What follows belongs to an exercise in optimizing a design on an open flow for small area, a short achievable clock period and few clock cycles per item; a production flow would make more cautious choices. In this exercise RTL edits were held to simulation tests only and were not proved equivalent to the original. Power figures rest on the tool's default switching activity, not on a simulated workload.

### flow/config.mk
export PLATFORM = sky130hd
export DESIGN_NAME = blink_quantizer
export DESIGN_NICKNAME = blink_quantizer
export VERILOG_FILES = /design/flow/design.v
export SDC_FILE = /design/flow/constraint.sdc
export NUM_CORES = 4
export LEC_CHECK = 0
export CAP_MARGIN = 20
export CORE_MARGIN = 2
export CORE_UTILIZATION = 40
export SLEW_MARGIN = 20
### flow/constraint.sdc
create_clock -name core_clock -period 12.0 [get_ports {clk}]
set_input_delay 2.4000 -clock core_clock [delete_from_list [all_inputs] [get_ports {clk}]]
set_output_delay 2.4000 -clock core_clock [all_outputs]
set_load 0.01 [all_outputs]
### flow/design.v
module blink_quantizer (
    input  wire        clk,
    input  wire        rst,
    input  wire        req_valid,
    output wire        req_ready,
    input  wire [63:0] req_on_ms,
    input  wire [63:0] req_off_ms,
    output wire        resp_valid,
    output wire [1:0]  resp_path,
    output wire [6:0]  resp_num_steps,
    output wire [7:0]  resp_on_code,
    output wire [63:0] resp_on_ms,
    output wire [63:0] resp_off_ms
);
    reg         v0, hi0;
    reg  [63:0] xr, yr;
    reg         w_busy;
    wire stall = v0 & hi0 & w_busy;    
    assign req_ready = ~stall;
    always @(posedge clk) begin
        if (rst)         v0 <= 1'b0;
        else if (~stall) v0 <= req_valid;
        if (~stall) begin
            hi0 <= |req_on_ms[63:15] | |req_off_ms[63:15];
            xr  <= req_on_ms;
            yr  <= req_off_ms;
        end
    end
    wire on_z   = ~|xr;
    wire off_z  = ~|yr;
    wire p1     = off_z & ~on_z;
    wire p2     = on_z & ~off_z;
    wire gen    = ~(p1 | p2);
    wire x_big  = ~|yr[63:56] && (xr[63:8] >= yr[55:0]);
    wire y_big  = ~|xr[63:56] && (yr[63:8] >= xr[55:0]);
    wire mid    = hi0 & gen & ~x_big & ~y_big;     
    wire go     = v0 & ~stall;                     
    wire w_go   = go & hi0 & (mid | ~gen);         
    reg  [14:0] a_op, b_op;
    always @(*) begin
        if (on_z & off_z) begin
            a_op = 15'd500;   b_op = 15'd500;
        end else if (hi0 & gen & x_big) begin
            a_op = 15'h7fff;  b_op = 15'd1;
        end else if (hi0 & gen & y_big) begin
            a_op = 15'd1;     b_op = 15'h7fff;
        end else begin
            a_op = xr[14:0];  b_op = yr[14:0];
        end
    end
    localparam [3:0] HOLD_OUT = 4'd10;    
    reg         w_div;
    reg  [3:0]  w_cnt;
    reg  [64:0] w_r, w_s;
    reg  [7:0]  w_q;
    wire [65:0] w_t  = {w_r, 1'b0} - {1'b0, w_s};
    wire        w_qb = ~w_t[65];
    always @(posedge clk) begin
        if (rst)
            w_busy <= 1'b0;
        else if (w_go)
            w_busy <= 1'b1;
        else if (w_div ? (w_cnt == 4'd8) : (w_cnt == HOLD_OUT))
            w_busy <= 1'b0;
        if (w_go) begin
            w_div <= mid;
            w_cnt <= 4'd0;
            w_r   <= {1'b0, xr};
            w_s   <= {1'b0, xr} + {1'b0, yr};
        end else begin
            w_cnt <= w_cnt + 4'd1;
            w_r   <= w_qb ? w_t[64:0] : {w_r[63:0], 1'b0};
            w_q   <= {w_q[6:0], w_qb};
        end
    end
    wire w_hold_out = w_busy & ~w_div & (w_cnt == HOLD_OUT);
    wire [6:0] e_steps;
    genvar i;
    generate
        for (i = 0; i <= 8; i = i + 1) begin : P
            wire        v_c;
            wire [1:0]  pa_c;
            wire [15:0] s_c, r_c;
            wire [7:0]  q_c;
            reg         v_r;
            reg  [1:0]  pa_r;
            reg  [15:0] s_r, r_r;
            reg  [7:0]  q_r;
            if (i == 0) begin : A
                assign v_c  = go;
                assign pa_c = mid ? 2'd0 : {~p1, ~p2};
                assign s_c  = mid ? 16'h8000 : {1'b0, a_op} + {1'b0, b_op};
                assign r_c  = {1'b0, a_op};
                assign q_c  = 8'd0;
            end else begin : R
                wire [16:0] t  = {P[i-1].r_r, 1'b0} - {1'b0, P[i-1].s_r};
                wire        qb = ~t[16];
                assign v_c  = P[i-1].v_r;
                assign pa_c = P[i-1].pa_r;
                assign s_c  = P[i-1].s_r;
                assign r_c  = qb ? t[15:0] : {P[i-1].r_r[14:0], 1'b0};
                assign q_c  = {P[i-1].q_r[6:0], qb};
            end
            always @(posedge clk) begin
                if (rst) v_r <= 1'b0;
                else     v_r <= v_c;
                pa_r <= pa_c;
                s_r  <= s_c;
                r_r  <= r_c;
                q_r  <= q_c;
            end
        end
    endgenerate
    reg  [7:0]  m_c;
    wire [15:0] s7  = P[7].s_r;
    wire [15:0] s_m = s7 - 16'd129;
    always @(*) begin
        if (s7 <= 16'd256)        m_c = 8'd3;
        else if (s7 > 16'd16256)  m_c = 8'd128;
        else                      m_c = {1'b0, s_m[13:7]} + 8'd3;
    end
    reg  [7:0]  m8;
    always @(posedge clk) m8 <= m_c;
    wire        ph   = ~|P[8].pa_r;
    wire [1:0]  pa8  = ph ? 2'd3 : P[8].pa_r;
    wire [7:0]  q8   = ph ? w_q : P[8].q_r;
    wire [15:0] prod = m8 * q8;
    wire        gen8 = &pa8;
    reg         mv;
    reg  [1:0]  mpa;
    reg  [7:0]  mm, mq;
    reg  [14:0] ma;
    always @(posedge clk) begin
        if (rst) mv <= 1'b0;
        else     mv <= P[8].v_r;
        mpa <= pa8;
        mm  <= m8;
        mq  <= q8;
        ma  <= gen8 ? prod[15:1] : P[8].s_r[14:0];
    end
    wire        mgen = &mpa;
    reg         ov;
    reg  [1:0]  opa;
    reg  [6:0]  ost;
    reg  [7:0]  oq;
    reg  [14:0] oon, ooff;
    always @(posedge clk) begin
        if (rst) ov <= 1'b0;
        else     ov <= mv;
        opa  <= mpa;
        ost  <= mgen ? mm[6:0] - 7'd2 : 7'd0;
        oq   <= mgen ? mq : 8'd0;
        oon  <= (mpa == 2'd2) ? 15'd0 : ma;
        ooff <= mgen ? {mm, 7'd0} - ma : (mpa == 2'd2 ? ma : 15'd0);
    end
    assign resp_valid     = ov;
    assign resp_path      = opa;
    assign resp_num_steps = ost;
    assign resp_on_code   = oq;
    assign resp_on_ms     = {(w_hold_out & opa == 2'd1) ? w_s[63:15] : 49'd0, oon};
    assign resp_off_ms    = {(w_hold_out & opa == 2'd2) ? w_s[63:15] : 49'd0, ooff};
endmodule
### flow/run.sh
#!/bin/bash
# synth_recipe.tcl (not shown) runs the flow's synth.tcl, then flattens the netlist and writes it again
# the make line also repeats each setting of config.mk as NAME=value (left out here)
make -C /OpenROAD-flow-scripts/flow DESIGN_CONFIG=/design/flow/config.mk WORK_HOME=/design/flow/orfs CLKGATE_MAP_FILE= SYNTH_SCRIPT=/design/flow/synth_recipe.tcl finish
==> run notes <==
-- per-stage QoR --
stage / cell area (µm²) / power, mW / hold WS (ns)
global route: 46600 / 10.5 / 0.299
CTS: 46600 / 9.93 / 0.290
floorplan: 39700 / 6.23 / 0.310
finish: 46600 / 9.89 / 0.301
detailed placement: 43800 / 7.31 / 0.312
global placement: 43800 / 7.27 / 0.311
-- worst max-delay path, delay by kind of cell (launching register included) --
family,cells,cell delay (ns)
simple gates,8,2.26
flops,1,0.51
buf+inv,1,0.08
mux,1,0.25
fa+ha+maj,2,0.54
compound gates,12,2.42
-- flip-flops by register name, summed over array words and instances (netlist names), 18 cells and up --
register and cells:
P.pa_r 18, P.q_r 36, w_s 65, yr 64
P.s_r 143, w_r 65, xr 64, P.r_r 127
-- cells in the final DEF, fill, tap and decap left out, types with 155 or more instances in the layout --
| master | n |
|---|---|
| edfxtp_1 | 203 |
| nor2_1 | 302 |
| xnor2_1 | 163 |
| nand2_1 | 361 |
| o21ai_0 | 181 |
| inv_1 | 462 |
| ha_1 | 430 |
| a21oi_1 | 238 |
| clkdlybuf4s50_1 | 277 |
| and2_1 | 155 |
| dfxtp_1 | 494 |
-- path summary, 6_finish.rpt --
kind | endpoint | slack [ns] | depth (start not counted)
setup / recovery | P[0].s_r[14] | 5.79 | 24
hold / removal | P[6].q_r[4] | 0.30 | 0
setup reg to reg | P[0].s_r[14] | 5.79 | 24
hold reg to reg | P[6].q_r[4] | 0.30 | 0
-- routing by layer --
metal | routed length [µm] | vias up
li1 | - | 15349
met5 | 33 | -
met1 | 50000 | 14927
met3 | 6820 | 238
met2 | 55100 | 966
met4 | 4510 | 6
-- power by group --
group	total [mW]	internal, mW	switching, mW
clock	2.58	1.54	1.04
combinational	4.13	1.82	2.31
sequential	3.18	2.91	0.266
total	9.89	6.28	3.61
-- logic make-up (layout without fill, tap and decap cells) --
group | after synthesis | in the layout | share of synthesized area [%]
buf+inv | 571 | 908 | 5.53
simple gates | 1235 | 1235 | 15.1
xor+xnor | 239 | 239 | 5.28
fa+ha+maj | 476 | 476 | 15.9
other cells | 0 | 1 | 0
mux | 110 | 110 | 3.08
compound gates | 916 | 916 | 14.8
flops | 697 | 697 | 40.3
-- area by class of cell --
cell class	count	share of cell area (%)
Clock buffer	108	4.99
Clock inverter	39	1.05
Sequential cell	697	34.3
Tap cell	1287	3.46
Multi-Input combinational cell	2976	46.2
Antenna cell	1	0.00537
Timing Repair Buffer	297	6.27
Inverter	464	3.74
==> impl_metrics.env <==
export IMPL_tightest_slew_ns=1.05
export IMPL_grt_util_met1_pct=28.5
export IMPL_fin_crit_sh_pct=51.8
export IMPL_fin_cells=5869
export IMPL_grt_pass1_vias=31253
export IMPL_rsz0062_at_grt="false"
export IMPL_max_cap_violations=0
export IMPL_ys_types=69
export IMPL_cts_resized_gates=0
export IMPL_routabilityCongestion=0.961
export IMPL_post_cts_buffers=0
export IMPL_worstPathCellList="inv_1 -> ha_1 -> nand4_1 -> or4_1 -> or4_1 -> o211ai_1 -> nor4_1 -> a211oi_1 -> o21bai_1 -> or2_2 -> a21oi_1 -> or2_2 -> ha_1 -> nor2b_1 -> o21ai_0 -> a21boi_0 -> o21ai_0 -> a21boi_0 -> o21a_1 -> nor2_1 -> o21ai_0 -> o41ai_1 -> mux2i_1 -> a21oi_1"
export IMPL_cts_buffer_depth=3
export IMPL_hpwl_um=91600
export IMPL_syn_inst=4244
export IMPL_num_io_pins=278
export IMPL_drt_iter0_markers=2168
export IMPL_power_leakage_nw=19.8
export IMPL_path_max_fanout=21
export IMPL_powerDensity_nw_per_um2=212
export IMPL_drv_slew=0
export IMPL_setup_worst_path_start_class="flip-flop"
export IMPL_top_usage_layer="met2"
export IMPL_setup_slack_ns=5.79
export IMPL_postCtsHoldBufs=0
export IMPL_synth_area_top_cells="dfxtp_1 (25%), edfxtp_1 (15%), ha_1 (14%), inv_1 (4.4%), xnor2_1 (3.6%)"
export IMPL_die_area_um2=102000
export IMPL_core_area_um2=98300
export IMPL_start_util_pct=40.4
export IMPL_seq_area_um2=16000
export IMPL_cp_startpoint="xr[21]"
export IMPL_die_y_um=319
export IMPL_grt_start_max_net_pins=80
export IMPL_gr_total_overflow=0
export IMPL_fillers=9369
export IMPL_clock_latency_ns=0.66
export IMPL_synthToLayoutAreaGrowth_pct=17.5
export IMPL_setup_viol=0
export IMPL_antenna_left=0
export IMPL_met3_usage_pct=3.47
export IMPL_cts_tree="done"
export IMPL_crit_path_max_incr_delay_ns=0.55
export IMPL_drc=0
export IMPL_cts_buffers=80
export IMPL_ys_seq_area_share_pct=40.3
export IMPL_finalHoldViolCount=0
export IMPL_cp_slowest_cell="or4_1"
export IMPL_multiInputGateArea_um2=21500
export IMPL_ys_warn_count=1
export IMPL_skew_ns=0.0369
export IMPL_drive_above_1_share_pct=6.40
export IMPL_critPathCaptureType="flip-flop"
export IMPL_synth_async_reset_ratio_pct=0
export IMPL_post_route_util_pct=47.4
export IMPL_synth_seq_cells=697
export IMPL_holdCritStartpoint="P[5].q_r[3]"
export IMPL_relSlewSlack_pct=29.2
export IMPL_synth_edf_count=203
export IMPL_placed_cells=5721
export IMPL_synth_nets=4851
export IMPL_ys_flop_type="dfxtp_1"
export IMPL_cts_root_buf="clkbuf_16"
export IMPL_cts_sinks=697
export IMPL_timing_fmax_mhz=161
export IMPL_grt_pass1_wl_um=179000
export IMPL_synth_top_area_share_pct=24.9
export IMPL_yosysTopAreaCell="dfxtp_1"
export IMPL_required_ns=12.50
export IMPL_firstDrtPassIters=6
export IMPL_hp_class="flip-flop to flip-flop"
export IMPL_num_nets_final=5123
export IMPL_die_w_um=319
export IMPL_avgSynthCellArea_um2=9.35
export IMPL_rows=115
export IMPL_post_route_min_period_ns=6.21
export IMPL_fin_setup_tns_ns=0
export IMPL_place_port_buffers=277
export IMPL_peakVddDrop_uv=138
export IMPL_grt_util_all_layers_pct=22.5
export IMPL_routedWlPerCell_um=19.9
export IMPL_yosys_cell_count_top_type="dfxtp_1"
export IMPL_synth_cell_area_um2=39700
export IMPL_viasPerCell=5.36
export IMPL_htree_levels=3
export IMPL_vias=31486
export IMPL_antenna_found_initial=6
export IMPL_path_clk_slew_ns=0.06
export IMPL_routed_wl_um=117000
export IMPL_synth_common_cells="dfxtp_1 (494), inv_1 (463), ha_1 (430)"
export IMPL_status="finished clean"
export IMPL_globalRouteMet2Util_pct=38.5
export IMPL_arrival_ns=6.71
export IMPL_place_worst_setup_slack_ns=5.89
export IMPL_reg2reg_from="xr[21]"
export IMPL_critical_path_class="flip-flop to flip-flop"
export IMPL_cp_common_cell="o21ai_0"
Testbench counts, summed over its fixed seeds: cycles 3,548, items 3,200.

-- what the ideal ports hide --
The results above use ideal ports. As a check the final layout listed here was re-extracted and re-timed, cells and wires unchanged.
Step 1 sets driving cells, clkbuf_16 on the clock port and buf_2 on the other inputs (assumed; they add their load-dependent delay and slew).
Step 2 moves the port delays by t, midway between the first and last clock arrival at a register: inputs arrive t later, outputs are due t later. That takes back most of the time a late clock gives input paths.
a / b / c = ideal ports / drivers / drivers and shift; a / b = the first two.
shift t [ns]: 0.705
setup WS [ns]: 5.787 / 5.787 / 5.787
hold slack, ns: 0.301 / 0.301 / 0.301
worst setup path at the end: register to register
worst slew at a driven data input, ns: 0.13
After both steps setup and hold are still met in this run. The setup slack of this run moves by 0.000 ns with the drivers and by 0.000 ns with both steps.
